What follows belongs to an exercise in optimizing a design on an open flow for small area, a short achievable clock period and few clock cycles per item; a production flow would make more cautious choices.
The RTL was checked by simulation tests, not by an equivalence proof against the original design.
Power is estimated from default activity; no workload was simulated.

--- flow/flow/run.sh ---
#!/bin/bash
# Standard layout, with plain buffers (not delay cells) on the ports.
set -euo pipefail
export BUFFER_PORTS_ARGS="-buffer_cell sky130_fd_sc_hd__buf_2"
bash standard.sh > standard.log 2>&1
--- flow/standard.sh ---
#!/bin/bash
# synth_recipe.tcl (not shown) runs the flow's synth.tcl, then flattens the netlist and writes it again
# the make line also repeats each setting of config.mk as NAME=value (left out here)
make -C /OpenROAD-flow-scripts/flow DESIGN_CONFIG=/design/flow/config.mk WORK_HOME=/design/flow/orfs CLKGATE_MAP_FILE= SYNTH_SCRIPT=/design/flow/synth_recipe.tcl "${@:-finish}"
--- flow/config.mk ---
export PLATFORM = sky130hd
export DESIGN_NAME = tc_uplink_codec
export DESIGN_NICKNAME = tc_uplink_codec
export VERILOG_FILES = /design/flow/design.v
export SDC_FILE = /design/flow/constraint.sdc
export NUM_CORES = 4
export LEC_CHECK = 0
export ABC_AREA = 1
export CAP_MARGIN = 20
export CORE_MARGIN = 2
export CORE_UTILIZATION = 40
export PLACE_DENSITY = 0.6
export SETUP_SLACK_MARGIN = 2.8
export SLEW_MARGIN = 20
--- flow/constraint.sdc ---
create_clock -name core_clock -period 5.0 [get_ports {clk}]
set_input_delay 1.0000 -clock core_clock [delete_from_list [all_inputs] [get_ports {clk}]]
set_output_delay 1.0000 -clock core_clock [all_outputs]
set_load 0.01 [all_outputs]
--- flow/design.v ---
module tc_uplink_codec (
    input  wire        clk,
    input  wire        rst_n,
    input  wire        in_valid,
    output reg         in_ready,
    input  wire [7:0]  in_data,
    input  wire        in_last,
    input  wire [1:0]  in_op,
    output reg         out_valid,
    input  wire        out_ready,
    output reg  [7:0]  out_data,
    output reg         out_last,
    output wire [15:0] out_res
);
    localparam [1:0] OP_CRC  = 2'd0;
    localparam [1:0] OP_SCR  = 2'd1;
    localparam [1:0] OP_CLTU = 2'd2;
    localparam [1:0] OP_TC   = 2'd3;
    localparam [2:0] S_IDLE  = 3'd0;
    localparam [2:0] S_SYNC1 = 3'd1;
    localparam [2:0] S_BODY  = 3'd2;
    localparam [2:0] S_FILL  = 3'd3;
    localparam [2:0] S_PAR   = 3'd4;
    localparam [2:0] S_TAIL  = 3'd5;
    localparam [1:0] SRC_DATA  = 2'd0;
    localparam [1:0] SRC_CRCHI = 2'd1;
    localparam [1:0] SRC_CRCLO = 2'd2;
    localparam [1:0] SRC_DONE  = 2'd3;
    function [15:0] crc16_byte;
        input [15:0] c;
        input [7:0]  b;
        integer k;
        reg [15:0] r;
        begin
            r = c ^ {b, 8'h00};
            for (k = 0; k < 8; k = k + 1)
                r = r[15] ? ((r << 1) ^ 16'h1021) : (r << 1);
            crc16_byte = r;
        end
    endfunction
    function [7:0] par_step;
        input [7:0] a;
        input [7:0] b;
        reg [7:0] x;
        begin
            x = a ^ b;
            par_step = {x[6:0], x[7]};
        end
    endfunction
    function [7:0] scr_step;
        input [7:0] y;
        scr_step = {y[0] ^ y[2] ^ y[7], y[4] ^ y[7], y[3] ^ y[6], y[2] ^ y[5],
                    y[1] ^ y[4], y[0] ^ y[3], y[0] ^ y[7], y[1] ^ y[4] ^ y[7]};
    endfunction
    reg [2:0]  state;
    reg [1:0]  op;
    reg [1:0]  src;
    reg        first;      
    reg [15:0] res;        
    reg        carry;      
    reg [7:0]  scr;        
    reg [7:0]  blk_par;    
    reg [2:0]  cnt;        
    reg        int_go;     
    reg        skid_full;
    reg [7:0]  skid_data;
    reg        skid_last;
    assign out_res = res;
    wire st_idle = (state == S_IDLE);
    wire st_body = (state == S_BODY);
    wire st_fill = (state == S_FILL);
    wire st_par  = (state == S_PAR);
    wire st_tail = (state == S_TAIL);
    wire op_crc  = (op == OP_CRC) || (op == OP_TC);
    wire op_scr  = (op == OP_SCR) || (op == OP_TC);
    wire op_cltu = op[1];
    wire load = !out_valid || out_ready;
    wire idle_go = st_idle && in_valid && !skid_full &&
                   !(out_valid && out_last && !out_ready);
    wire take    = in_ready && in_valid;
    wire prod    = take || int_go || (idle_go && in_op[1]);
    reg [7:0] pay_byte;
    always @(*) begin
        case (src)
            SRC_CRCHI: pay_byte = res[15:8];
            SRC_CRCLO: pay_byte = res[7:0];
            default:   pay_byte = in_data;
        endcase
    end
    wire [7:0] coded_byte = op_scr ? (pay_byte ^ scr) : pay_byte;
    reg [1:0] src_next;
    always @(*) begin
        case (src)
            SRC_DATA:  src_next = in_last ? (op_crc ? SRC_CRCHI : SRC_DONE) : SRC_DATA;
            SRC_CRCHI: src_next = SRC_CRCLO;
            default:   src_next = SRC_DONE;
        endcase
    end
    wire pay_final = (src_next == SRC_DONE);
    reg [7:0] prod_data;
    reg       prod_last;
    always @(*) begin
        prod_data = coded_byte;
        prod_last = 1'b0;
        case (state)
            S_IDLE:  prod_data = 8'hEB;
            S_SYNC1: prod_data = 8'h90;
            S_BODY:  prod_last = !op_cltu && pay_final;
            S_FILL:  prod_data = 8'h55;
            S_PAR:   prod_data = blk_par;
            S_TAIL: begin
                prod_data = 8'hC5;
                prod_last = (cnt == 3'b100);
            end
            default: ;
        endcase
    end
    reg [2:0] state_next;
    reg [1:0] src_upd;
    always @(*) begin
        state_next = state;
        src_upd    = src;
        case (state)
            S_IDLE: begin
                src_upd = SRC_DATA;
                if (idle_go)
                    state_next = in_op[1] ? S_SYNC1 : S_BODY;
            end
            S_SYNC1: if (prod) state_next = S_BODY;
            S_BODY: if (prod) begin
                src_upd = src_next;
                if (op_cltu) begin
                    if (cnt == 3'b100)
                        state_next = S_PAR;
                    else if (pay_final)
                        state_next = S_FILL;
                end else if (pay_final) begin
                    state_next = S_IDLE;
                end
            end
            S_FILL: if (prod && cnt == 3'b100) state_next = S_PAR;
            S_PAR:  if (prod) state_next = (src == SRC_DONE) ? S_TAIL : S_BODY;
            S_TAIL: if (prod && cnt == 3'b100) state_next = S_IDLE;
            default: state_next = S_IDLE;
        endcase
    end
    wire skid_next = !load && (skid_full || prod);
    wire body_data_next = (state_next == S_BODY) && (src_upd == SRC_DATA);
    wire int_next  = (state_next == S_SYNC1) || (state_next == S_FILL) ||
                     (state_next == S_PAR) || (state_next == S_TAIL) ||
                     ((state_next == S_BODY) && (src_upd == SRC_CRCHI || src_upd == SRC_CRCLO));
    always @(posedge clk) begin
        if (!rst_n) begin
            out_valid <= 1'b0;
            skid_full <= 1'b0;
        end else begin
            skid_full <= skid_next;
            if (load)
                out_valid <= skid_full || prod;
        end
        if (load) begin
            out_data <= skid_full ? skid_data : prod_data;
            out_last <= skid_full ? skid_last : prod_last;
        end
        if (!skid_full) begin
            skid_data <= prod_data;
            skid_last <= prod_last;
        end
    end
    wire       cin   = st_par || carry;
    wire [2:0] pair  = {1'b0, res[1:0]} + {2'b00, cin};
    always @(posedge clk) begin
        if (!rst_n) begin
            state    <= S_IDLE;
            in_ready <= 1'b0;
            int_go   <= 1'b0;
        end else begin
            state    <= state_next;
            in_ready <= body_data_next && !skid_next;
            int_go   <= int_next && !skid_next;
        end
        src <= src_upd;
        if (st_idle) begin
            scr     <= 8'hFF;
            first   <= 1'b1;
            blk_par <= 8'h00;
            cnt     <= 3'b001;
            carry   <= 1'b0;
        end
        if (idle_go) begin
            op  <= in_op;
            res <= {16{in_op[0] ~^ in_op[1]}};
        end
        if (prod && !st_idle) begin
            if (op == OP_CLTU) begin
                res   <= {pair[1:0], res[15:2]};
                carry <= pair[2];
            end
            if (st_body || st_fill || st_par)
                blk_par <= par_step(blk_par, prod_data);
            if (op_cltu && (st_body || st_fill || st_tail))
                cnt <= {cnt[1:0], cnt[2] ^ cnt[1]};
        end
        if (take) begin
            first <= 1'b0;
            case (op)
                OP_SCR:  res[7:0] <= par_step(res[7:0], in_data);
                OP_CLTU: ;
                default: res <= crc16_byte(res, 8'h00) ^ crc16_byte(16'h0000, in_data);
            endcase
        end
        if (prod && st_body) begin
            scr <= scr_step(scr);
            if (first) begin
                scr[0] <= 1'b0;
                scr[1] <= 1'b1;
                scr[5] <= 1'b1;
                scr[6] <= 1'b1;
                scr[7] <= 1'b0;
            end
        end
    end
endmodule
==> summary.txt, run 1 <==
- Antenna viol nets, final: 0
- Die outline width: 103 µm
- Root Driver: clkbuf_8
- Ratio of cells with drive above 1 in the final layout: 0.192
- GRT overflow: 0
- Avg WL per Cell: ~15 µm
- Total global-route track usage: 0.213
- Port Buffers: about 40
- Synth area leader: dfxtp_1
- H-tree Lvls: 3
- Mux share of post-synthesis cell area: 0
- Syn_nets: 554
- Die area: 10,700 µm²
- CTS max path bufs: 2
- Final setup TNS: 0 ns
- Worst slew pin tran: roughly 0.56 ns
- Clk_skew: about 0.016 ns
- Tot Pwr: around 2.1 mW
- Initial Utilization: 0.409
- DR iter-0 viols: approximately 220
- Cells after synthesis: ~530
- Leak: roughly 2.0 nW
- Switch Pwr: slightly below 0.9 mW
- Final cycle utilization of the critical path: 0.432
- GP Congestion: between 0.8 and 0.9
- Unrepaired setup endpoints after global routing: true
- I/O pin count: between 40 and 50
- Synth async-reset ratio: 0
- Worst-path clk slew: approximately 0.090 ns
- Synth warn: 1
- Clock power share: 0.229
- Hold Crit Class: reg2reg
- Top cells by area, synth: dfxtp_1 (24%), edfxtp_1 (14%), nand2_1 (11%), o21ai_0 (7.7%), inv_1 (6.2%)
- CTS Buf Count: 9
- CTS tree: yes
- Largest family of logic cells by synthesized area: simple AND/OR/NAND/NOR gates
- Number of diodes: 0
- Slew Limit Fails: 0
- Compound-Gate Fraction of Synth Area: 0.182
- Final setup violation count: 0
- Register share of total power: 0.395
- Number of synthesized flops with an enable pin: 19
- Crit path arrival time: ~2.5 ns
- P&R area growth vs syn: 19.7%
- Yosys cell types: 38
- DR vias: 3,748
- #FFs+latches synth: between 60 and 70
- Comb pwr share: 0.376
- CP Data Required Time: ~5.3 ns
- Post-synth top cells: nand2_1 (113), inv_1 (65), o21ai_0 (61), dfxtp_1 (47), nand3_1 (44)
- Layout Nets: approximately 600
- Worst skew pair latency: around 0.36 ns
- Sw Ratio: 0.417
- Register area share after synthesis: 0.382
- Post-DP HPWL: slightly below 8 mm
- DR pass1 iterations: 5
- Period minus WS final: 2.16 ns
- Cell Area, Synth: 3960 µm²
- Max cap viols: 0
- Xor/xnor share of the synthesized area: 0.0797
- Peak supply drop: around 0.23 mV
- Final Hold Viols: 0
- Core ar.: between 9000 and 10,000 µm²
- Die H: a little over 100 µm
- Sink Count: 66
- Top cell type's share of synthesized area: 0.238
- Simple-Gate Fraction of Synth Area: 0.241
- Routed WL: 10.9 mm
- Residual DRC: 0
- Cell with the most instances after synthesis: nand2_1
- Row count: 36
- Initial antenna violation count: 0
- Mean Syn Cell Area: ~7.5 µm²
- Worst Path Max Fanout: 6
- R2R Setup Slk: 2.94 ns
- Run status: finished clean
- Pwr dens: ~440 nW/µm²
- Worst hold slack: 0.465 ns
- Max Freq: about 460 MHz
- First-pass GRT wire length: between 15 and 20 mm
- WS Path Type: in2reg
- Largest net degree at the start of global routing: 35
- Via/cell ratio: roughly 5.2
- Slew headroom: 0.624
- Vias in the first global route: roughly 3,400
- Power Internal: between 1 and 1.5 mW
- Adder-Cell Fraction of Synth Area: 0.0316
- Crit end category: register
- Startpoint Class: input pin
- Post-synth top flop: dfxtp_1
-- repair_timing --
item,4_1_cts,5_1_grt
hold buffers,0,0
endpoints found under the hold margin,0,0
setup endpoints to repair,26,33
pin swaps,1,8
buffers inserted,4,6
resized for setup,10,17
gates cloned,0,0
-- final cells by class --
class	instances	area, µm²
inverters	69	262
clock inverters	7	76.3
well taps	133	166
fillers	975	4950
multi-input cells	381	2310
repair buffers	51	283
clock buffers	9	124
flip-flops and latches	66	1510
-- state kept, by name (all words and copies together) (netlist names), 2 cells and up --
register	flops
src	2
cnt	3
op	2
out_data	8
state	3
blk_par	8
res	16
scr	8
skid_data	8
-- placed cells by master, fill, tap and decap left out, types with 4 or more instances in the layout --
cell      Yosys  routed
edfxtp_1     19      19
a21oi_1      16      16
nand2_1     113     108
ha_1         10       5
o22ai_1       6       4
buf_2         4      40
nor2_1       32      27
o21ai_0      61      59
nor2_4        4       8
xnor2_1      22      22
nand2_8       0       5
o31ai_1       5       5
buf_4         0      11
clkbuf_8      0       9
dfxtp_1      47      46
o21ai_1       3       4
nand3_1      44      44
nor2_2        3       4
inv_1        65      63
o211ai_1     18      18
xor2_1       14      14
inv_2         3       5
-- kinds of logic (layout without fill, tap and decap cells) --
group | count (synthesis) | after routing
xor+xnor | 36 | 36
flops | 66 | 66
fa+ha+maj | 10 | 10
simple gates | 212 | 212
buf+inv | 82 | 136
compound gates | 123 | 123
-- power groups by stage --
stage | sequential, mW | combinational, mW | clock [mW]
6_report | 0.820 | 0.782 | 0.476
5_1_grt | 0.834 | 0.872 | 0.505
4_1_cts | 0.817 | 0.747 | 0.478
3_5_place_dp | 0.828 | 0.724 | 0
3_3_place_gp | 0.828 | 0.722 | 0
2_1_floorplan | 0.809 | 0.497 | 0
-- critical path, cell delays in order --
cell and delay, ns:
buf_4 0.15, nand2_8 0.09, inv_2 0.07, nor2_4 0.17, nand2_8 0.10, nand2_8 0.11
nand2_8 0.06, o22ai_4 0.14, inv_1 0.10, ha_4 0.28, nand3_2 0.07, a21oi_2 0.12
-- per-layer routing --
metal	wire length (µm)	part of all wire	GRT usage	vias up
li1	-	-	-	1871
met1	4940	0.45	0.294	1747
met2	5230	0.48	0.343	114
met3	549	0.050	0.0269	16
met4	178	0.016	0.0769	0
met5	0	0	0	-
-- through the flow --
step	std cells	utilization	area [µm²]	setup WS, ns
after global placement	690	0.447	4330	2.31
after floorplan	529	-	4030	2.70
after CTS	710	0.476	4610	2.81
after detailed placement	690	0.447	4330	2.29
final	716	0.489	4740	2.84
after global routing	716	0.489	4740	2.78
-- worst paths after layout --
check	endpoint	start	cells past startpoint
setup / recovery	int_go$_SDFF_PN0_	in_valid	12
hold / removal	skid_last$_DFF_P_	skid_last$_DFF_P_	2
setup reg to reg	res[15]$_DFF_P_	state[0]$_SDFF_PN0_	8
hold reg to reg	skid_last$_DFF_P_	skid_last$_DFF_P_	2
Testbench counts, summed over its fixed seeds: cycles 19,099, bytes 15,499.
==> run 2, diff against run 1 <==
--- a/flow/config.mk
+++ b/flow/config.mk
@@ -11,4 +11,4 @@
 export CORE_UTILIZATION = 40
 export PLACE_DENSITY = 0.6
-export SETUP_SLACK_MARGIN = 2.8
+export SETUP_SLACK_MARGIN = 2.9
 export SLEW_MARGIN = 20
==> summary.txt, run 2 <==
- Run status: finished clean
- Top cells by area, synth: dfxtp_1 (24%), edfxtp_1 (14%), nand2_1 (11%), o21ai_0 (7.7%), inv_1 (6.2%)
- Period minus WS final: 2.12 ns (-0.0398 ns)
- CP Buf/Inv Count: 3 (unchanged)
- Top cell type's share of synthesized area: 0.238 (unchanged)
- Critical Path Slowest Stage Cell: ha_4
- P&R area growth vs syn: 22.5%
- Row count: 36 (unchanged)
- GRT overflow: 0 (unchanged)
- Initial Utilization: 0.409 (unchanged)
- Residual DRC: 0 (unchanged)
- Leak: 2.03 nW (+2.0%)
- Antenna viol nets, final: 0 (unchanged)
- Crit path depth: 12 (unchanged)
- Cell Area, Synth: 3960 µm² (unchanged)
- Critical Path Sink: int_go$_SDFF_PN0_
- CP Data Required Time: 5.28 ns (-0.02 ns)
- Post-synth top flop: dfxtp_1
- Post-DP HPWL: 7.88 mm (-0.59%)
- Root Driver: clkbuf_8
- Register area share after synthesis: 0.382 (unchanged)
- Syn_nets: 554 (unchanged)
- Ratio of cells with drive above 1 in the final layout: 0.231 (+0.0384)
- Cells after synthesis: 529 (unchanged)
- Startpoint Class: input pin
- Clk_skew: 0.0129 ns (-0.00335 ns)
- GP Congestion: 0.922 (+3.8%)
- #FFs+latches synth: 66 (unchanged)
- Largest family of logic cells by synthesized area: simple AND/OR/NAND/NOR gates
- H-tree Lvls: 3 (unchanged)
- Layout Nets: 610 (+1.2%)
- Cell family with most CP delay: simple AND/OR/NAND/NOR gates
- Cell with the most instances after synthesis: nand2_1
- Max cap viols: 0 (unchanged)
- Core ar.: 9680 µm² (unchanged)
- Crit path arrival time: 2.40 ns (-0.06 ns)
- Final setup TNS: 0 ns (unchanged)
- First-pass GRT wire length: 17.6 mm (+0.59%)
- Pwr dens: 426 nW/µm² (-3.0%)
- Final Util: 0.501 (+0.0116)
- Adder-Cell Fraction of Synth Area: 0.0316 (unchanged)
- Mean Syn Cell Area: 7.48 µm² (unchanged)
- Sink Count: 66 (unchanged)
- Routed WL: 11.1 mm (+1.5%)
- Most frequent cells in the layout: nand2_1 (108), o21ai_0 (59), inv_1 (57)
- Worst skew pair latency: 0.35 ns (about the same)
- Post-synth top cells: nand2_1 (113), inv_1 (65), o21ai_0 (61), dfxtp_1 (47), nand3_1 (44)
- Xor/xnor share of the synthesized area: 0.0797 (unchanged)
- Clock power share: 0.206 (-0.023)
- Largest net degree at the start of global routing: 35 (unchanged)
- Yosys cell types: 38 (unchanged)
- Worst Path Max Fanout: 6 (unchanged)
- Die H: 103 µm (unchanged)
- R2r endpoint: int_go$_SDFF_PN0_
- Crit path cell chain: buf_12, nand2_8, inv_6, nor2_4, nand2_8, nand2_8, nand2_8, o22ai_4, inv_2, ha_4, nand3_2, a21oi_2
- FF-to-FF path depth: 12 (+4)
- I/O pin count: 42 (unchanged)
- R2R Setup Slk: 2.99 ns (+0.05 ns)
- Die outline width: 103 µm (unchanged)
- CTS max path bufs: 2 (unchanged)
- Worst slew pin tran: 0.513 ns (-0.0489 ns)
- Max FFs per register: 16 (unchanged)
- Avg WL per Cell: 15.3 µm (+0.51%)
- Unrepaired setup endpoints after global routing: true
- CP dominant cell by count: nand2_8
- Number of diodes: 0 (unchanged)
- Comb pwr share: 0.390 (+0.014)
- Simple-Gate Fraction of Synth Area: 0.241 (unchanged)
- Crit end category: register
- Final setup violation count: 0 (unchanged)
- Synth area leader: dfxtp_1
- Die area: 10,700 µm² (unchanged)
- Final cycle utilization of the critical path: 0.424 (-0.00795)
- CTS tree: yes
- Switch Pwr: 0.885 mW (+2.3%)
- Vias in the first global route: 3,479 (+1.2%)
- Power Internal: 1.18 mW (-2.7%)
- Slew headroom: 0.656 (+0.0315)
- CTS Buf Count: 9 (unchanged)
- DR pass1 iterations: 5 (unchanged)
- Worst r2r src: state[1]$_SDFF_PN0_
- Worst hold slack: 0.460 ns (-0.00509 ns)
- Filler instances: 930 (-4.6%)
- Total global-route track usage: 0.214 (+0.000775)
- Worst-path clk slew: 0.08 ns (about the same)
- Port Buffers: 41 (unchanged)
- Worst Setup SP: in_valid
- Number of synthesized flops with an enable pin: 19 (unchanged)
- Peak supply drop: 0.258 mV (+11%)
- Max Freq: 472 MHz (+1.9%)
- Crit path largest cell delay: 0.27 ns (about the same)
- DR iter-0 viols: 209 (-2.8%)
- Hold Crit Class: reg2reg
- Compound-Gate Fraction of Synth Area: 0.182 (unchanged)
- Initial antenna violation count: 0 (unchanged)
- Sw Ratio: 0.429 (+0.0122)
- Slew Limit Fails: 0 (unchanged)
- Synth warn: 1 (unchanged)
- DR vias: 3,790 (+1.1%)
- Register share of total power: 0.405 (+0.010)
- Mux share of post-synthesis cell area: 0 (unchanged)
- Via/cell ratio: 5.24 (+0.14%)
- WS Path Type: in2reg
- Register with the most flip-flops: res
- Final Hold Viols: 0 (unchanged)
- Commonest non-fill, non-tap cell in the layout: nand2_1
- Synth async-reset ratio: 0 (unchanged)
run 2: per-layer routing:
| layer | share of wire | GRT usage |
|---|---|---|
| met1 | 0.45 | 0.294 |
| met2 | 0.48 | 0.343 |
| met3 | 0.061 | 0.0397 |
| met4 | 0.015 | 0.0628 |
| met5 | 0 | 0 |
run 2: cell families (layout without fill, tap and decap cells):
kind of cell               after synthesis  after routing
and+or+nand+nor                        212            212
AOI/OAI and AO/OA                      123            123
buffers and inverters                   82            143
DFF                                     66             66
xor gates and xnor gates                36             36
adders and majority gates               10             10
run 2: worst min path at each step:
| stage | from | end | slack [ns] | cells past startpoint |
|---|---|---|---|---|
| final | skid_data[7]$_DFF_P_ | skid_data[7]$_DFF_P_ | 0.46 | 2 |
| after global placement | skid_data[7]$_DFF_P_ | skid_data[7]$_DFF_P_ | 0.43 | 2 |
| after detailed placement | skid_data[7]$_DFF_P_ | skid_data[7]$_DFF_P_ | 0.46 | 2 |
| after global routing | skid_data[7]$_DFF_P_ | skid_data[7]$_DFF_P_ | 0.50 | 2 |
| after floorplan | skid_data[7]$_DFF_P_ | skid_data[7]$_DFF_P_ | 0.42 | 2 |
| after CTS | skid_data[7]$_DFF_P_ | skid_data[7]$_DFF_P_ | 0.47 | 2 |
run 2: worst min-delay path: stages, from the launching register on:
cell and delay (ns):
dfxtp_1 0.31, nand2_1 0.04, nand2_1 0.07
run 2: power by group through the flow:
stage          clock, mW  combinational [mW]  sequential [mW]
5_1_grt            0.455               0.901            0.846
6_report           0.425               0.804            0.835
3_3_place_gp           0               0.724            0.832
4_1_cts            0.436               0.750            0.825
2_1_floorplan          0               0.498            0.809
3_5_place_dp           0               0.730            0.835
run 2: what timing repair did:
item / in CTS / in global routing
gates resized for setup: 14 / 40
buffers inserted: 5 / 12
pin swaps: 3 / 12
endpoints found under the setup margin: 37 / 42
gates cloned: 0 / 0
endpoints found under the hold margin: 0 / 0
hold buffers: 0 / 0
run 2: layout make-up:
| type | count | area, µm² | share of cell area |
|---|---|---|---|
| Sequential cell | 66 | 1520 | 0.314 |
| Multi-Input combinational cell | 381 | 2360 | 0.487 |
| Inverter | 69 | 267 | 0.0550 |
| Clock inverter | 7 | 52.6 | 0.0108 |
| Tap cell | 133 | 166 | 0.0343 |
| Timing Repair Buffer | 58 | 354 | 0.0730 |
| Clock buffer | 9 | 124 | 0.0255 |
run 2: through the flow:
| stage | std cells | total power, mW | setup WS (ns) | instance area [µm²] |
|---|---|---|---|---|
| after floorplan | 529 | 1.31 | 2.70 | 4030 |
| after global placement | 690 | 1.56 | 2.28 | 4330 |
| after detailed placement | 690 | 1.57 | 2.24 | 4330 |
| after CTS | 711 | 2.01 | 2.81 | 4590 |
| after global routing | 723 | 2.20 | 2.84 | 4850 |
| final | 723 | 2.06 | 2.88 | 4850 |
==> run 3, diff against run 2 <==
--- a/flow/config.mk
+++ b/flow/config.mk
@@ -10,5 +10,6 @@
 export CORE_MARGIN = 2
 export CORE_UTILIZATION = 40
+export GPL_TIMING_DRIVEN = 1
 export PLACE_DENSITY = 0.6
-export SETUP_SLACK_MARGIN = 2.9
+export SETUP_SLACK_MARGIN = 2.85
 export SLEW_MARGIN = 20
==> summary.txt, run 3 <==
- Run status: finished clean
- Unrepaired setup endpoints after global routing: true
- Clk_skew: 0.0171 ns (+0.00412 ns)
- Initial Utilization: 0.409 (unchanged)
- Die area: 10,700 µm² (unchanged)
- Slew Limit Fails: 0 (unchanged)
- I/O pin count: 42 (unchanged)
- Post-synth top cells: nand2_1 (113), inv_1 (65), o21ai_0 (61), dfxtp_1 (47), nand3_1 (44)
- Worst-path clk slew: 0.08 ns (about the same)
- Power Internal: 1.23 mW (+4.2%)
- Max cap viols: 0 (unchanged)
- Cell Area, Synth: 3960 µm² (unchanged)
- Layout Nets: 613 (+0.49%)
- Sink Count: 66 (unchanged)
- Critical Path Slowest Stage Cell: dfxtp_1
- CTS tree: yes
- Largest net degree at the start of global routing: 35 (unchanged)
- Period minus WS final: 2.10 ns (-0.0168 ns)
- Max FFs per register: 16 (unchanged)
- Top cells by area, synth: dfxtp_1 (24%), edfxtp_1 (14%), nand2_1 (11%), o21ai_0 (7.7%), inv_1 (6.2%)
- Final Hold Viols: 0 (unchanged)
- Worst skew pair latency: 0.36 ns (about the same)
- Most frequent cells in the layout: nand2_1 (106), inv_1 (59), o21ai_0 (57)
- Final cycle utilization of the critical path: 0.420 (-0.00337)
- Mean Syn Cell Area: 7.48 µm² (unchanged)
- R2R Setup Slk: 2.98 ns (about the same)
- DR iter-0 viols: 283 (+35%)
- Top cell type's share of synthesized area: 0.238 (unchanged)
- Total global-route track usage: 0.215 (+0.000634)
- Register area share after synthesis: 0.382 (unchanged)
- Hold Crit Class: reg2reg
- Avg WL per Cell: 15.5 µm (+1.3%)
- Worst Path Max Fanout: 7 (+1)
- Worst slew pin tran: 0.522 ns (+0.00955 ns)
- WS Path Type: reg2out
- CTS Buf Count: 9 (unchanged)
- Number of synthesized flops with an enable pin: 19 (unchanged)
- H-tree Lvls: 3 (unchanged)
- Residual DRC: 0 (unchanged)
- Sw Ratio: 0.417 (-0.0113)
- DR pass1 iterations: 7 (+2)
- GP Congestion: 0.888 (-3.6%)
- Startpoint Class: register
- CP Data Required Time: 4.00 ns (-1.28 ns)
- Core ar.: 9680 µm² (unchanged)
- Commonest non-fill, non-tap cell in the layout: nand2_1
- Fin area: 4870 µm² (+0.46%)
- Cell family with most CP delay: flip-flops
- FF-to-FF path depth: 10 (-2)
- Switch Pwr: 0.881 mW (-0.50%)
- GRT overflow: 0 (unchanged)
- Initial antenna violation count: 0 (unchanged)
- CTS max path bufs: 2 (unchanged)
- Ratio of cells with drive above 1 in the final layout: 0.219 (-0.0113)
- Via/cell ratio: 5.30 (+1.1%)
- Synth warn: 1 (unchanged)
- Worst Setup SP: res[4]$_DFF_P_
- R2r endpoint: res[7]$_DFF_P_
- Antenna viol nets, final: 0 (unchanged)
- #FFs+latches synth: 66 (unchanged)
- Max Freq: 476 MHz (+0.80%)
- Cells after synthesis: 529 (unchanged)
- Cell with the most instances after synthesis: nand2_1
- Crit path largest cell delay: 0.54 ns (+0.27 ns)
- CP Buf/Inv Count: 1 (-2)
- Die outline width: 103 µm (unchanged)
- First-pass GRT wire length: 17.6 mm (-0.16%)
- Register with the most flip-flops: res
- Comb pwr share: 0.385 (-0.005)
- Placed standard-cell area: 4330 µm² (unchanged)
- Crit path cell chain: buf_2
- Post-synth top flop: dfxtp_1
- Die H: 103 µm (unchanged)
- P&R area growth vs syn: 23.1%
- Final setup violation count: 0 (unchanged)
- Number of diodes: 0 (unchanged)
- DR vias: 3,848 (+1.5%)
- Vias in the first global route: 3,449 (-0.86%)
- Hold Path Stages: 2 (unchanged)
- Crit path arrival time: 1.10 ns (-1.30 ns)
- Post-DP HPWL: 7.93 mm (+0.60%)
- Synth async-reset ratio: 0 (unchanged)
- Hold Crit Start: skid_last$_DFF_P_
- Register share of total power: 0.390 (-0.015)
- Yosys cell types: 38 (unchanged)
- Syn_nets: 554 (unchanged)
- Peak supply drop: 0.232 mV (-10%)
- Root Driver: clkbuf_8
- Port Buffers: 41 (unchanged)
- Crit end category: output pin
- Leak: 2.04 nW (+0.64%)
- Final setup TNS: 0 ns (unchanged)
- Slew headroom: 0.651 (-0.00519)
- Clock power share: 0.226 (+0.020)
- Worst r2r src: state[2]$_SDFF_PN0_
- WHS Endpoint: skid_last$_DFF_P_
- Row count: 36 (unchanged)
- Routed WL: 11.3 mm (+1.7%)
- Pwr dens: 433 nW/µm² (+1.7%)
- Synth area leader: dfxtp_1
## run 3: cell counts after synthesis
Identical to the previous run, type by type.
## run 3: worst max-delay path by stage
stage	to	slack (ns)	depth (start not counted)
after global placement	int_go$_SDFF_PN0_	2.31	11
after detailed placement	res[4]$_DFF_P_	2.29	6
after global routing	in_ready$_SDFF_PN0_	2.82	13
after CTS	res[4]$_DFF_P_	2.85	6
after floorplan	int_go$_SDFF_PN0_	2.70	12
final	out_res[4]	2.90	1
## run 3: area by class of cell
type / count / area, µm²
clock inverter: 7 / 76.3
clock buffer: 9 / 124
inverter: 69 / 264
multi-input combinational: 382 / 2370
tap: 133 / 166
sequential: 66 / 1510
fill: 959 / 4810
timing repair buffer: 60 / 360
## run 3: kinds of logic (layout without fill, tap and decap cells)
family | count (synthesis) | in the layout | share of synthesized area
flip-flops | 66 | 66 | 0.382
AO/OA/AOI/OAI | 123 | 123 | 0.182
AND/OR/NAND/NOR | 212 | 213 | 0.241
buffers and inverters | 82 | 145 | 0.0835
adder cells (fa/ha/maj) | 10 | 10 | 0.0316
XOR/XNOR | 36 | 36 | 0.0797
## run 3: per-layer routing
metal | global-route usage | vias up | part of all wire
met5 | 0 | - | 0
met4 | 0.0810 | 0 | 0.017
met3 | 0.0269 | 19 | 0.061
met2 | 0.349 | 152 | 0.48
met1 | 0.292 | 1782 | 0.44
li1 | - | 1895 | -
## run 3: power by group through the flow
stage                     registers [mW]  logic (mW)  clock network [mW]
after global routing               0.834       0.901               0.505
after global placement             0.828       0.722                   0
after floorplan                    0.809       0.497                   0
final                              0.822       0.811               0.476
after detailed placement           0.828       0.724                   0
after CTS                          0.817       0.750               0.478
## run 3: repair_timing
action / 4_1_cts / 5_1_grt
hold buffers: 0 / 0
cloned: 0 / 1
endpoints found under the setup margin: 32 / 35
pin swaps: 3 / 14
setup buffers: 4 / 15
hold endpoints to repair: 0 / 0
gates resized for setup: 13 / 31
## run 3: per-stage QoR
| step | hold slack [ns] | power, mW | instances | setup slack, ns | util |
|---|---|---|---|---|---|
| 3_3_place_gp | 0.435 | 1.55 | 690 | 2.31 | 0.447 |
| 3_5_place_dp | 0.451 | 1.55 | 690 | 2.29 | 0.447 |
| 2_1_floorplan | 0.418 | 1.31 | 529 | 2.70 | - |
| 6_report | 0.465 | 2.11 | 726 | 2.90 | 0.503 |
| 5_1_grt | 0.484 | 2.24 | 726 | 2.82 | 0.503 |
| 4_1_cts | 0.471 | 2.04 | 710 | 2.85 | 0.477 |
==> run 4, diff against run 3 <==
--- a/flow/config.mk
+++ b/flow/config.mk
@@ -10,5 +10,7 @@
 export CORE_MARGIN = 2
 export CORE_UTILIZATION = 40
-export GPL_TIMING_DRIVEN = 1
+export CTS_BUF_LIST = sky130_fd_sc_hd__clkbuf_16
+export CTS_CLUSTER_DIAMETER = 200
+export CTS_CLUSTER_SIZE = 40
 export PLACE_DENSITY = 0.6
 export SETUP_SLACK_MARGIN = 2.85
==> summary.txt, run 4 <==
- Cell Area, Synth: 3960 µm² (unchanged)
- Tot Pwr: 2.26 mW (+7.2%)
- I/O pin count: 42 (unchanged)
- Cells after synthesis: 529 (unchanged)
- Number of synthesized flops with an enable pin: 19 (unchanged)
- Max FFs per register: 16 (unchanged)
- Total global-route track usage: 0.215 (unchanged)
- Via/cell ratio: 5.26 (-0.69%)
- Initial Utilization: 0.409 (unchanged)
- CP Data Required Time: 5.27 ns (+1.27 ns)
- Core ar.: 9680 µm² (unchanged)
- Slew Limit Fails: 0 (unchanged)
- Clk_skew: 0.00939 ns (-0.00767 ns)
- Mean Syn Cell Area: 7.48 µm² (unchanged)
- #FFs+latches synth: 66 (unchanged)
- Final setup violation count: 0 (unchanged)
- GRT overflow: 0 (unchanged)
- Placed standard-cell area: 4330 µm² (unchanged)
- Post-synth top flop: dfxtp_1
- P&R area growth vs syn: 24.5%
- Crit path largest cell delay: 0.27 ns (-0.27 ns)
- Hold Crit Start: skid_data[7]$_DFF_P_
- Hold Crit Class: reg2reg
- Die H: 103 µm (unchanged)
- Cell family with most CP delay: simple AND/OR/NAND/NOR gates
- Avg WL per Cell: 15.3 µm (-1.3%)
- Run status: finished clean
- Synth async-reset ratio: 0 (unchanged)
- Yosys cell types: 38 (unchanged)
- Highest Signal Layer: met4
- Post-DP HPWL: 7.93 mm (unchanged)
- Max cap viols: 0 (unchanged)
- CTS tree: yes
- CTS max path bufs: 2 (unchanged)
- DR pass1 iterations: 5 (-2)
- Filler instances: 949 (-1.0%)
- Port Buffers: 41 (unchanged)
- Period minus WS final: 2.10 ns (-0.00466 ns)
- Final setup TNS: 0 ns (unchanged)
- Critical Path Slowest Stage Cell: ha_4
- Worst slew pin tran: 0.562 ns (+0.0401 ns)
- Met2 WL: 5.20 mm (-3.4%)
- Worst-path clk slew: 0.06 ns (-0.02 ns)
- Syn_nets: 554 (unchanged)
- Crit end category: register
- Number of diodes: 0 (unchanged)
- Top cell type's share of synthesized area: 0.238 (unchanged)
- Layout Nets: 608 (-0.82%)
- GP Congestion: 0.888 (unchanged)
- Final cycle utilization of the critical path: 0.419 (-0.000932)
- Post-synth top cells: nand2_1 (113), inv_1 (65), o21ai_0 (61), dfxtp_1 (47), nand3_1 (44)
- Crit path arrival time: 2.37 ns (+1.27 ns)
- H-tree Lvls: 3 (unchanged)
- Ratio of cells with drive above 1 in the final layout: 0.213 (-0.00664)
- Leak: 2.07 nW (+1.4%)
- Max Freq: 477 MHz (+0.22%)
- Largest net degree at the start of global routing: 35 (unchanged)
- Synth warn: 1 (unchanged)
- Crit path cell chain: buf_6, nand2_8, inv_6, nor2_4, nand2_8, nand2_8, nand2_8, o22ai_4, inv_2, ha_4, nand3_2, a21oi_2
- Row count: 36 (unchanged)
- Worst Path Max Fanout: 6 (-1)
- Synth area leader: dfxtp_1
- CP Buf/Inv Count: 3 (+2)
- Sink Count: 66 (unchanged)
- Antenna viol nets, final: 0 (unchanged)
- DR iter-0 viols: 307 (+8.5%)
- CP dominant cell by count: nand2_8
- Residual DRC: 0 (unchanged)
- Initial antenna violation count: 0 (unchanged)
- Vias in the first global route: 3,476 (+0.78%)
- Peak supply drop: 0.233 mV (+0.38%)
- Startpoint Class: input pin
- Metal-1 WL: 4.91 mm (-1.8%)
- Cell with the most instances after synthesis: nand2_1
- WS Path Type: in2reg
- Pwr dens: 459 nW/µm² (+6.0%)
- Unrepaired setup endpoints after global routing: true
- Top cells by area, synth: dfxtp_1 (24%), edfxtp_1 (14%), nand2_1 (11%), o21ai_0 (7.7%), inv_1 (6.2%)
- Die outline width: 103 µm (unchanged)
- Worst Setup SP: in_valid
- Final Hold Viols: 0 (unchanged)
- Routed WL: 11.0 mm (-2.0%)
- Met3 Wirelength: 646 µm (-5.6%)
- Register with the most flip-flops: res
- Register area share after synthesis: 0.382 (unchanged)
- Root Driver: clkbuf_16
- CTS Buf Count: 9 (unchanged)
- Die area: 10,700 µm² (unchanged)
- DR vias: 3,795 (-1.4%)
- CTS Hold Bufs: 0 (unchanged)
- First-pass GRT wire length: 17.6 mm (about the same)
- Slew headroom: 0.622 (-0.0284)
- Fin area: 4930 µm² (+1.1%)
- Most frequent cells in the layout: nand2_1 (107), inv_1 (60), o21ai_0 (58)
- Worst r2r src: state[0]$_SDFF_PN0_
- Worst skew pair latency: 0.34 ns (-0.02 ns)
- Commonest non-fill, non-tap cell in the layout: nand2_1
==> run 4: cell count changes in the layout (fill, tap and decap cells not counted), moves of 2 or more <==
cell | previous run | this run
nand3_1 | 44 | 42
buf_4 | 19 | 15
clkbuf_8 | 9 | 0
clkbuf_16 | 0 | 9
==> run 4: logic make-up after synthesis <==
logic type | Yosys count | synth area share
buffers and inverters | 82 | 0.0835
flip-flops | 66 | 0.382
AO/OA/AOI/OAI | 123 | 0.182
adder cells (fa/ha/maj) | 10 | 0.0316
AND/OR/NAND/NOR | 212 | 0.241
XOR/XNOR | 36 | 0.0797
==> run 4: tightest hold or removal path, cell delays in order, from the launching register on <==
cell and delay, ns:
dfxtp_1 0.31, nand2_1 0.05, nand2_1 0.07
==> run 4: per-stage QoR <==
step,std cells,utilization,worst slack [ns],hold slack [ns]
floorplan,529,-,2.70,0.418
global placement,690,0.447,2.31,0.435
detailed placement,690,0.447,2.29,0.451
CTS,713,0.490,2.85,0.466
global route,721,0.509,2.80,0.480
finish,721,0.509,2.90,0.460
==> run 4: routing by layer <==
layer,vias up,GRT usage
li1,1883,-
met1,1765,0.287
met2,124,0.346
met3,23,0.0329
met4,0,0.0901
met5,-,0
==> run 4: layout make-up <==
| class | instances | area [µm²] | area share |
|---|---|---|---|
| Clock buffer | 9 | 225 | 0.0457 |
| Sequential cell | 66 | 1510 | 0.307 |
| Timing Repair Buffer | 56 | 330 | 0.0671 |
| Multi-Input combinational cell | 381 | 2350 | 0.477 |
| Tap cell | 133 | 166 | 0.0338 |
| Inverter | 69 | 267 | 0.0541 |
| Clock inverter | 7 | 76.3 | 0.0155 |
==> run 4: what timing repair did <==
item	CTS	global route
resized for setup	14	28
cloned	0	0
pin swaps	4	13
setup endpoints to repair	33	36
buffers inserted	7	8
==> run 4: worst paths after layout <==
kind / end / slack (ns) / cells past startpoint
worst min register to register: skid_data[7]$_DFF_P_ / 0.46 / 2
worst min-delay path: skid_data[7]$_DFF_P_ / 0.46 / 2
worst max-delay path: int_go$_SDFF_PN0_ / 2.90 / 12
worst max register to register: res[15]$_DFF_P_ / 2.98 / 8
==> run 4: power breakdown <==
part	leakage, nW	switching (mW)	internal [mW]
clock network	0.150	0.257	0.391
logic	1.36	0.473	0.319
registers	0.555	0.158	0.664
total	2.07	0.887	1.37
==> run 5, diff against run 4 <==
--- a/flow/config.mk
+++ b/flow/config.mk
@@ -10,7 +10,5 @@
 export CORE_MARGIN = 2
 export CORE_UTILIZATION = 40
-export CTS_BUF_LIST = sky130_fd_sc_hd__clkbuf_16
-export CTS_CLUSTER_DIAMETER = 200
-export CTS_CLUSTER_SIZE = 40
+export CTS_BUF_LIST = sky130_fd_sc_hd__clkbuf_4 sky130_fd_sc_hd__clkbuf_8
 export PLACE_DENSITY = 0.6
 export SETUP_SLACK_MARGIN = 2.85
==> summary.txt, run 5 <==
- Run status: finished clean
- Syn_nets: 554 (unchanged)
- Critical Path Slowest Stage Cell: dfxtp_1
- DR pass1 iterations: 7 (+2)
- Post-synth top flop: dfxtp_1
- Place WS: 2.29 ns (unchanged)
- Sw Ratio: 0.417 (+0.0253)
- FF-to-FF path depth: 10 (+2)
- Antenna viol nets, final: 0 (unchanged)
- Final cycle utilization of the critical path: 0.420 (+0.000932)
- Worst r2r src: state[2]$_SDFF_PN0_
- Final setup TNS: 0 ns (unchanged)
- H-tree Lvls: 3 (unchanged)
- Register share of total power: 0.390 (+0.027)
- Ratio of cells with drive above 1 in the final layout: 0.219 (+0.00664)
- CP Data Required Time: 4.00 ns (-1.27 ns)
- Largest net degree at the start of global routing: 35 (unchanged)
- Yosys cell types: 38 (unchanged)
- Die area: 10,700 µm² (unchanged)
- Synth area leader: dfxtp_1
- Crit path cell chain: buf_2
- CP Buf/Inv Count: 1 (-2)
- Initial antenna violation count: 0 (unchanged)
- Port Buffers: 41 (unchanged)
- Top cells by area, synth: dfxtp_1 (24%), edfxtp_1 (14%), nand2_1 (11%), o21ai_0 (7.7%), inv_1 (6.2%)
- Crit path largest cell delay: 0.54 ns (+0.27 ns)
- CTS max path bufs: 2 (unchanged)
- Cell Area, Synth: 3960 µm² (unchanged)
- Critical Path Sink: out_res[4]
- Max cap viols: 0 (unchanged)
- Worst slew pin tran: 0.522 ns (-0.0401 ns)
- WS Path Type: reg2out
- Total global-route track usage: 0.215 (unchanged)
- Max Freq: 476 MHz (-0.22%)
- Power Internal: 1.23 mW (-11%)
- Avg WL per Cell: 15.5 µm (+1.3%)
- Commonest non-fill, non-tap cell in the layout: nand2_1
- Period minus WS final: 2.10 ns (+0.00466 ns)
- Final Hold Viols: 0 (unchanged)
- Crit path arrival time: 1.10 ns (-1.27 ns)
- I/O pin count: 42 (unchanged)
- Cell family with most CP delay: flip-flops
- Switch Pwr: 0.881 mW (-0.72%)
- Die H: 103 µm (unchanged)
- R2r endpoint: res[7]$_DFF_P_
- Synth async-reset ratio: 0 (unchanged)
- Worst skew pair latency: 0.36 ns (+0.02 ns)
- Die outline width: 103 µm (unchanged)
- Most frequent cells in the layout: nand2_1 (106), inv_1 (59), o21ai_0 (57)
- Post-DP HPWL: 7.93 mm (unchanged)
- Crit end category: output pin
- Pwr dens: 433 nW/µm² (-5.7%)
- R2R Setup Slk: 2.98 ns (about the same)
- Startpoint Class: register
- Vias in the first global route: 3,449 (-0.78%)
- Layout Nets: 613 (+0.82%)
- Clock power share: 0.226 (-0.060)
- First-pass GRT wire length: 17.6 mm (about the same)
- Row count: 36 (unchanged)
- Comb pwr share: 0.385 (+0.035)
- Slew headroom: 0.651 (+0.0284)
- Mean Syn Cell Area: 7.48 µm² (unchanged)
- Peak supply drop: 0.232 mV (-0.38%)
- Final Non-Filler Cells: 726 (+0.69%)
- GP Congestion: 0.888 (unchanged)
- Cell with the most instances after synthesis: nand2_1
- Initial Utilization: 0.409 (unchanged)
- Residual DRC: 0 (unchanged)
- Clk_skew: 0.0171 ns (+0.00767 ns)
- Number of diodes: 0 (unchanged)
- Hold Crit Class: reg2reg
- Synth warn: 1 (unchanged)
- DR vias: 3,848 (+1.4%)
- Slew Limit Fails: 0 (unchanged)
- Post-synth top cells: nand2_1 (113), inv_1 (65), o21ai_0 (61), dfxtp_1 (47), nand3_1 (44)
- DR iter-0 viols: 283 (-7.8%)
- CTS tree: yes
- Worst Path Max Fanout: 7 (+1)
- Worst-path clk slew: 0.08 ns (+0.02 ns)
- Routed WL: 11.3 mm (+2.0%)
- Inst Count DP: 690 (unchanged)
- CTS Hold Bufs: 0 (unchanged)
- Root Driver: clkbuf_8
- Core ar.: 9680 µm² (unchanged)
- Number of synthesized flops with an enable pin: 19 (unchanged)
- Top cell type's share of synthesized area: 0.238 (unchanged)
- Unrepaired setup endpoints after global routing: true
- Worst Setup SP: res[4]$_DFF_P_
- CTS Buf Count: 9 (unchanged)
- Final setup violation count: 0 (unchanged)
- Register area share after synthesis: 0.382 (unchanged)
- Sink Count: 66 (unchanged)
- Post-route setup slack: 2.90 ns (-0.00466 ns)
- #FFs+latches synth: 66 (unchanged)
- GRT overflow: 0 (unchanged)
- Via/cell ratio: 5.30 (+0.70%)
- Max FFs per register: 16 (unchanged)
- Crit path depth: 1 (-11)
- Leak: 2.04 nW (-1.4%)
- Register with the most flip-flops: res
- P&R area growth vs syn: 23.1%
- Cells after synthesis: 529 (unchanged)
## run 5: cell counts after synthesis
Identical to the previous run, type by type.
## run 5: timing repair
item	4_1_cts	5_1_grt
setup endpoints to repair	32	35
pin swaps	3	14
cloned	0	1
gates resized for setup	13	31
setup buffers	4	15
## run 5: worst min-delay path by stage
| stage | slack, ns | to | cells after the start | from |
|---|---|---|---|---|
| 2_1_floorplan | 0.42 | skid_data[7]$_DFF_P_ | 2 | skid_data[7]$_DFF_P_ |
| 3_3_place_gp | 0.43 | skid_data[7]$_DFF_P_ | 2 | skid_data[7]$_DFF_P_ |
| 3_5_place_dp | 0.45 | skid_data[7]$_DFF_P_ | 2 | skid_data[7]$_DFF_P_ |
| 4_1_cts | 0.47 | skid_data[7]$_DFF_P_ | 2 | skid_data[7]$_DFF_P_ |
| 5_1_grt | 0.48 | skid_data[7]$_DFF_P_ | 2 | skid_data[7]$_DFF_P_ |
| 6_report | 0.47 | skid_last$_DFF_P_ | 2 | skid_last$_DFF_P_ |
## run 5: power groups by stage
stage | clock network (mW) | logic [mW] | registers, mW
3_3_place_gp | 0 | 0.722 | 0.828
3_5_place_dp | 0 | 0.724 | 0.828
5_1_grt | 0.505 | 0.901 | 0.834
2_1_floorplan | 0 | 0.497 | 0.809
6_report | 0.476 | 0.811 | 0.822
4_1_cts | 0.478 | 0.750 | 0.817
## run 5: kinds of logic (layout without fill, tap and decap cells)
group | after synthesis | after routing | synth area share
AOI/OAI and AO/OA | 123 | 123 | 0.182
xor gates and xnor gates | 36 | 36 | 0.0797
adders and majority gates | 10 | 10 | 0.0316
buffers and inverters | 82 | 145 | 0.0835
DFF | 66 | 66 | 0.382
and+or+nand+nor | 212 | 213 | 0.241
## run 5: cell type report
| cell class | count | area [µm²] |
|---|---|---|
| fill | 959 | 4810 |
| tap | 133 | 166 |
| clock inverter | 7 | 76.3 |
| clock buffer | 9 | 124 |
| timing repair buffer | 60 | 360 |
| inverter | 69 | 264 |
| multi-input combinational | 382 | 2370 |
| sequential | 66 | 1510 |
## run 5: layer usage
layer  up-vias  global-route usage  wire length, µm
met5         -                   0                0
met4         0              0.0810              192
met3        19              0.0269              684
met1      1782               0.292             5000
li1       1895                   -                -
met2       152               0.349             5380
## run 5: stage by stage
step | hold WS, ns | area (µm²) | utilization | power (mW)
4_1_cts | 0.471 | 4620 | 0.477 | 2.04
2_1_floorplan | 0.418 | 4030 | - | 1.31
3_5_place_dp | 0.451 | 4330 | 0.447 | 1.55
3_3_place_gp | 0.435 | 4330 | 0.447 | 1.55
5_1_grt | 0.484 | 4870 | 0.503 | 2.24
6_report | 0.465 | 4870 | 0.503 | 2.11
==> run 6, diff against run 5 <==
--- a/flow/config.mk
+++ b/flow/config.mk
@@ -10,6 +10,5 @@
 export CORE_MARGIN = 2
 export CORE_UTILIZATION = 40
-export CTS_BUF_LIST = sky130_fd_sc_hd__clkbuf_4 sky130_fd_sc_hd__clkbuf_8
-export PLACE_DENSITY = 0.6
+export PLACE_DENSITY = 0.7
 export SETUP_SLACK_MARGIN = 2.85
 export SLEW_MARGIN = 20
==> summary.txt, run 6 <==
- Total global-route track usage: 0.208 (-0.00663)
- Run status: finished clean
- Via/cell ratio: 5.18 (-2.3%)
- CP Buf/Inv Count: 1 (unchanged)
- Leak: 2.08 nW (+1.8%)
- Worst r2r src: src[0]$_DFF_P_
- Final setup violation count: 0 (unchanged)
- Cell family with most CP delay: flip-flops
- Root Driver: clkbuf_8
- Met2 WL: 5.31 mm (-1.3%)
- Post-synth top cells: nand2_1 (113), inv_1 (65), o21ai_0 (61), dfxtp_1 (47), nand3_1 (44)
- Met3 Wirelength: 602 µm (-12%)
- Synth area leader: dfxtp_1
- Post-synth top flop: dfxtp_1
- Die H: 103 µm (unchanged)
- Crit path cell chain: buf_2
- Post-DP HPWL: 7.76 mm (-2.1%)
- Placed standard-cell area: 4340 µm² (+0.17%)
- Max FFs per register: 16 (unchanged)
- Filler instances: 935 (-2.5%)
- Worst slew pin tran: 0.618 ns (+0.0959 ns)
- Routed WL: 10.9 mm (-2.9%)
- Slew headroom: 0.585 (-0.0656)
- Mean Syn Cell Area: 7.48 µm² (unchanged)
- Worst Path Max Fanout: 6 (-1)
- Initial antenna violation count: 0 (unchanged)
- Top cell type's share of synthesized area: 0.238 (unchanged)
- Final Hold Viols: 0 (unchanged)
- Worst-path clk slew: 0.08 ns (about the same)
- Fin area: 4890 µm² (+0.28%)
- CP Data Required Time: 4.00 ns (about the same)
- Crit path largest cell delay: 0.54 ns (about the same)
- Hold Crit Class: reg2reg
- Synth async-reset ratio: 0 (unchanged)
- Number of diodes: 0 (unchanged)
- Highest Signal Layer: met4
- Final setup TNS: 0 ns (unchanged)
- DR iter-0 viols: 229 (-19%)
- Crit end category: output pin
- GRT overflow: 0 (unchanged)
- Xor/xnor share of the synthesized area: 0.0797 (unchanged)
- Largest net degree at the start of global routing: 35 (unchanged)
- Period minus WS final: 2.11 ns (+0.00344 ns)
- CTS Buf Count: 9 (unchanged)
- Die area: 10,700 µm² (unchanged)
- Adder-Cell Fraction of Synth Area: 0.0316 (unchanged)
- Compound-Gate Fraction of Synth Area: 0.182 (unchanged)
- Simple-Gate Fraction of Synth Area: 0.241 (unchanged)
- #FFs+latches synth: 66 (unchanged)
- Number of synthesized flops with an enable pin: 19 (unchanged)
- I/O pin count: 42 (unchanged)
- Core ar.: 9680 µm² (unchanged)
- Top cells by area, synth: dfxtp_1 (24%), edfxtp_1 (14%), nand2_1 (11%), o21ai_0 (7.7%), inv_1 (6.2%)
- Final cycle utilization of the critical path: 0.421 (+0.000688)
- Unrepaired setup endpoints after global routing: true
- Register with the most flip-flops: res
- H-tree Lvls: 3 (unchanged)
- WS Path Type: reg2out
- Avg WL per Cell: 15.0 µm (-3.3%)
- Peak supply drop: 0.289 mV (+25%)
- Sink Count: 66 (unchanged)
- Vias in the first global route: 3,381 (-2.0%)
- Hold Crit Start: skid_data[7]$_DFF_P_
- Worst hold slack: 0.452 ns (-0.0135 ns)
- DR vias: 3,774 (-1.9%)
- Worst Setup SP: res[15]$_DFF_P_
- GP Congestion: 0.939 (+5.8%)
- Crit path arrival time: 1.11 ns (about the same)
- Worst skew pair latency: 0.37 ns (about the same)
- Syn_nets: 554 (unchanged)
- Initial Utilization: 0.409 (unchanged)
- Clk_skew: 0.0132 ns (-0.00388 ns)
- Commonest non-fill, non-tap cell in the layout: nand2_1
- CTS tree: yes
- Slew Limit Fails: 0 (unchanged)
- Ratio of cells with drive above 1 in the final layout: 0.211 (-0.00781)
- Row count: 36 (unchanged)
- Startpoint Class: register
- Residual DRC: 0 (unchanged)
- Antenna viol nets, final: 0 (unchanged)
- P&R area growth vs syn: 23.5%
- Pwr dens: 440 nW/µm² (+1.6%)
- Layout Nets: 616 (+0.49%)
- Max Freq: 475 MHz (-0.16%)
- Max cap viols: 0 (unchanged)
- Register area share after synthesis: 0.382 (unchanged)
- Cell with the most instances after synthesis: nand2_1
- Post-route setup slack: 2.89 ns (-0.00344 ns)
- Yosys cell types: 38 (unchanged)
- First-pass GRT wire length: 16.8 mm (-4.2%)
- Place WS: 2.33 ns (+0.0353 ns)
- Cell Area, Synth: 3960 µm² (unchanged)
- CTS Hold Bufs: 0 (unchanged)
- Cells after synthesis: 529 (unchanged)
- Tot Pwr: 2.15 mW (+1.9%)
- Most frequent cells in the layout: nand2_1 (109), inv_1 (61), o21ai_0 (58)
- Port Buffers: 41 (unchanged)
- Largest family of logic cells by synthesized area: simple AND/OR/NAND/NOR gates
- CTS max path bufs: 2 (unchanged)
- Critical Path Slowest Stage Cell: dfxtp_1
- Die outline width: 103 µm (unchanged)
- Metal-1 WL: 4.74 mm (-5.3%)
- DR pass1 iterations: 5 (-2)
- Synth warn: 1 (unchanged)
- Mux share of post-synthesis cell area: 0 (unchanged)
-- run 6: report_power, final --
group / leakage, nW / switching [mW] / total, mW / internal [mW]
Combinational: 1.41 / 0.477 / 0.814 / 0.337
Sequential: 0.555 / 0.162 / 0.826 / 0.663
Clock: 0.114 / 0.226 / 0.510 / 0.285
-- run 6: final timing paths --
| kind | end | slack [ns] | cells past startpoint |
|---|---|---|---|
| setup / recovery | out_res[15] | 2.89 | 1 |
| hold / removal | skid_data[7]$_DFF_P_ | 0.45 | 2 |
| setup reg to reg | blk_par[3]$_DFF_P_ | 2.94 | 9 |
| hold reg to reg | skid_data[7]$_DFF_P_ | 0.45 | 2 |
-- run 6: area by class of cell --
cell class                      count  area [µm²]  area share
Timing Repair Buffer               63         392      0.0802
Inverter                           69         262      0.0535
Clock inverter                      7         100      0.0205
Clock buffer                        9         124      0.0254
Tap cell                          133         166      0.0341
Multi-Input combinational cell    382        2330       0.477
Sequential cell                    66        1510       0.310
-- run 6: through the flow --
stage / utilization / std cells
2_1_floorplan: - / 529
3_3_place_gp: 0.448 / 691
5_1_grt: 0.505 / 729
6_report: 0.505 / 729
4_1_cts: 0.474 / 710
3_5_place_dp: 0.448 / 691
-- run 6: cell families (layout without fill, tap and decap cells) --
group                      count (synthesis)  count (layout)
AOI/OAI and AO/OA                        123             123
xor gates and xnor gates                  36              36
adders and majority gates                 10              10
buffers and inverters                     82             148
DFF                                       66              66
and+or+nand+nor                          212             213
-- run 6: metal layers --
metal  vias up  track usage
met1      1741        0.266
met5         -            0
met3        26       0.0450
met4         0       0.0840
li1       1897            -
met2       110        0.342
-- run 6: repair_timing --
item / 4_1_cts / 5_1_grt
endpoints found under the setup margin: 26 / 44
pin swaps: 2 / 12
cloned: 0 / 1
resized for setup: 4 / 26
setup buffers: 3 / 18
==> run 7, diff against run 6 <==
--- a/flow/config.mk
+++ b/flow/config.mk
@@ -7,8 +7,8 @@
 export LEC_CHECK = 0
 export ABC_AREA = 1
-export CAP_MARGIN = 20
+export CAP_MARGIN = 5
 export CORE_MARGIN = 2
 export CORE_UTILIZATION = 40
-export PLACE_DENSITY = 0.7
+export PLACE_DENSITY = 0.6
 export SETUP_SLACK_MARGIN = 2.85
-export SLEW_MARGIN = 20
+export SLEW_MARGIN = 5
==> summary.txt, run 7 <==
- Worst Path Max Fanout: 7 (+1)
- Yosys cell types: 38 (unchanged)
- Worst skew pair latency: 0.36 ns (about the same)
- Startpoint Class: register
- Hold Crit Class: reg2reg
- Syn_nets: 554 (unchanged)
- Max FFs per register: 16 (unchanged)
- Top cells by area, synth: dfxtp_1 (24%), edfxtp_1 (14%), nand2_1 (11%), o21ai_0 (7.7%), inv_1 (6.2%)
- Row count: 36 (unchanged)
- Root Driver: clkbuf_8
- Cell Area, Synth: 3960 µm² (unchanged)
- First-pass GRT wire length: 17.6 mm (+4.3%)
- Unrepaired setup endpoints after global routing: true
- H-tree Lvls: 3 (unchanged)
- Crit end category: output pin
- Worst slew pin tran: 0.522 ns (-0.0959 ns)
- Crit path arrival time: 1.10 ns (about the same)
- Clk_skew: 0.0171 ns (+0.00388 ns)
- Vias in the first global route: 3,449 (+2.0%)
- Most frequent cells in the layout: nand2_1 (106), inv_1 (59), o21ai_0 (57)
- #FFs+latches synth: 66 (unchanged)
- Residual DRC: 0 (unchanged)
- CTS Hold Bufs: 0 (unchanged)
- Post-synth top flop: dfxtp_1
- Register share of total power: 0.390 (+0.006)
- GRT overflow: 0 (unchanged)
- Power Internal: 1.23 mW (-4.4%)
- Synth area leader: dfxtp_1
- Post-DP HPWL: 7.93 mm (+2.1%)
- Leak: 2.04 nW (-1.8%)
- Clock power share: 0.226 (-0.011)
- Final setup violation count: 0 (unchanged)
- R2R Setup Slk: 2.98 ns (+0.04 ns)
- CTS tree: yes
- Number of synthesized flops with an enable pin: 19 (unchanged)
- Switch Pwr: 0.881 mW (+1.8%)
- Comb pwr share: 0.385 (+0.006)
- GP Congestion: 0.888 (-5.5%)
- R2r endpoint: res[7]$_DFF_P_
- Die outline width: 103 µm (unchanged)
- Final Hold Viols: 0 (unchanged)
- Avg WL per Cell: 15.5 µm (+3.4%)
- Layout Nets: 613 (-0.49%)
- Register with the most flip-flops: res
- Tot Pwr: 2.11 mW (-1.9%)
- WS Path Type: reg2out
- Slew headroom: 0.651 (+0.0656)
- Cell with the most instances after synthesis: nand2_1
- Top cell type's share of synthesized area: 0.238 (unchanged)
- DR pass1 iterations: 7 (+2)
- Hold Crit Start: skid_last$_DFF_P_
- DR iter-0 viols: 283 (+24%)
- Number of diodes: 0 (unchanged)
- CTS Buf Count: 9 (unchanged)
- Ratio of cells with drive above 1 in the final layout: 0.219 (+0.00781)
- FF-to-FF path depth: 10 (+1)
- Initial antenna violation count: 0 (unchanged)
- WHS Endpoint: skid_last$_DFF_P_
- Max Freq: 476 MHz (+0.16%)
- CP Buf/Inv Count: 1 (unchanged)
- I/O pin count: 42 (unchanged)
- Sink Count: 66 (unchanged)
- Port Buffers: 41 (unchanged)
- Commonest non-fill, non-tap cell in the layout: nand2_1
- CP Data Required Time: 4.00 ns (about the same)
- Synth async-reset ratio: 0 (unchanged)
- Worst-path clk slew: 0.08 ns (about the same)
- Cells after synthesis: 529 (unchanged)
- Cell family with most CP delay: flip-flops
- Period minus WS final: 2.10 ns (-0.00344 ns)
- Synth warn: 1 (unchanged)
- DR vias: 3,848 (+2.0%)
- Total global-route track usage: 0.215 (+0.00663)
- CTS max path bufs: 2 (unchanged)
- Via/cell ratio: 5.30 (+2.4%)
- Sw Ratio: 0.417 (+0.0151)
- P&R area growth vs syn: 23.1%
- Crit path cell chain: buf_2
- Largest net degree at the start of global routing: 35 (unchanged)
- Critical Path Slowest Stage Cell: dfxtp_1
- Run status: finished clean
- Max cap viols: 0 (unchanged)
- Peak supply drop: 0.232 mV (-20%)
- Routed WL: 11.3 mm (+3.0%)
- Crit path largest cell delay: 0.54 ns (about the same)
- Die H: 103 µm (unchanged)
- Core ar.: 9680 µm² (unchanged)
- Antenna viol nets, final: 0 (unchanged)
- Initial Utilization: 0.409 (unchanged)
- Final cycle utilization of the critical path: 0.420 (-0.000688)
- Register area share after synthesis: 0.382 (unchanged)
- Slew Limit Fails: 0 (unchanged)
- Pwr dens: 433 nW/µm² (-1.6%)
- Die area: 10,700 µm² (unchanged)
- Worst r2r src: state[2]$_SDFF_PN0_
- Mean Syn Cell Area: 7.48 µm² (unchanged)
- Final setup TNS: 0 ns (unchanged)
- Post-synth top cells: nand2_1 (113), inv_1 (65), o21ai_0 (61), dfxtp_1 (47), nand3_1 (44)
- Hold Path Stages: 2 (unchanged)
run 7: cell counts after synthesis:
Identical to the previous run, type by type.
run 7: repair_timing:
action | 4_1_cts | 5_1_grt
buffers inserted | 4 | 15
gates resized for setup | 13 | 31
hold endpoints to repair | 0 | 0
setup endpoints to repair | 32 | 35
gates cloned | 0 | 1
pin swaps | 3 | 14
run 7: power groups by stage:
stage	Clock (mW)	Sequential [mW]	Combinational (mW)
floorplan	0	0.809	0.497
global placement	0	0.828	0.722
detailed placement	0	0.828	0.724
CTS	0.478	0.817	0.750
global route	0.505	0.834	0.901
finish	0.476	0.822	0.811
run 7: layout make-up:
type / count / area (µm²)
Multi-Input combinational cell: 382 / 2370
Timing Repair Buffer: 60 / 360
Fill cell: 959 / 4810
Clock buffer: 9 / 124
Clock inverter: 7 / 76.3
Tap cell: 133 / 166
Sequential cell: 66 / 1510
Inverter: 69 / 264
run 7: kinds of logic after synthesis:
| family | after synthesis | share of synthesized area |
|---|---|---|
| DFF | 66 | 0.382 |
| xor gates and xnor gates | 36 | 0.0797 |
| AOI/OAI and AO/OA | 123 | 0.182 |
| and+or+nand+nor | 212 | 0.241 |
| buffers and inverters | 82 | 0.0835 |
| adders and majority gates | 10 | 0.0316 |
run 7: how the worst max path moves through the flow:
stage,startpoint,to,slack (ns),cells past startpoint
after global routing,op[0]$_DFFE_PN_,in_ready$_SDFF_PN0_,2.82,13
after global placement,in_valid,int_go$_SDFF_PN0_,2.31,11
after floorplan,out_ready,int_go$_SDFF_PN0_,2.70,12
after detailed placement,in_valid,res[4]$_DFF_P_,2.29,6
final,res[4]$_DFF_P_,out_res[4],2.90,1
after CTS,op[1]$_DFFE_PN_,res[4]$_DFF_P_,2.85,6
run 7: metrics by stage:
stage | hold slack, ns | utilization | instances | area (µm²) | setup WS [ns]
after floorplan | 0.418 | - | 529 | 4030 | 2.70
after global placement | 0.435 | 0.447 | 690 | 4330 | 2.31
after detailed placement | 0.451 | 0.447 | 690 | 4330 | 2.29
after CTS | 0.471 | 0.477 | 710 | 4620 | 2.85
after global routing | 0.484 | 0.503 | 726 | 4870 | 2.82
final | 0.465 | 0.503 | 726 | 4870 | 2.90
run 7: metal layers:
layer / vias up / routed length (µm) / GRT usage / part of all wire
li1: 1895 / - / - / -
met1: 1782 / 5000 / 0.292 / 0.44
met2: 152 / 5380 / 0.349 / 0.48
met3: 19 / 684 / 0.0269 / 0.061
met4: 0 / 192 / 0.0810 / 0.017
met5: - / 0 / 0 / 0

-- re-timing with driven ports --
No port has a modelled driver above. Below, the same layouts with a new extraction and two added sets of constraints.
Step 1, drivers: a clkbuf_16 drives clk and a buf_2 each remaining input, both assumed.
Step 2 adds t to the input delays and takes it off the output delays; t is the mean of the earliest and latest rising clock arrival at the registers after step 1. Input paths then give back, and output paths get back, about the clock's delay inside the block.
a / b / c = no drivers / after step 1 / after step 2; a / b = the first two.
run	t (ns)	setup slack, ns	hold WS [ns]	worst register clock-pin slew, ns	pins driven straight from the clock port
run 1	0.386	2.842 / 2.852 / 2.466	0.465 / 0.465 / 0.465	0.09 / 0.09	1
run 2	0.376	2.881 / 2.866 / 2.490	0.460 / 0.460 / 0.460	0.09 / 0.09	1
run 3	0.389	2.898 / 2.864 / 2.523	0.465 / 0.465 / 0.465	0.09 / 0.09	1
run 4	0.368	2.903 / 2.898 / 2.539	0.460 / 0.460 / 0.460	0.06 / 0.06	1
run 5	0.389	2.898 / 2.864 / 2.523	0.465 / 0.465 / 0.465	0.09 / 0.09	1
run 6	0.391	2.895 / 2.862 / 2.522	0.452 / 0.452 / 0.452	0.08 / 0.08	1
run 7	0.389	2.898 / 2.864 / 2.523	0.465 / 0.465 / 0.465	0.09 / 0.09	1
After both steps every run listed still meets setup and hold. The setup slack of run 2, which loses most, moves by -0.015 ns with the drivers and by -0.391 ns with both steps.
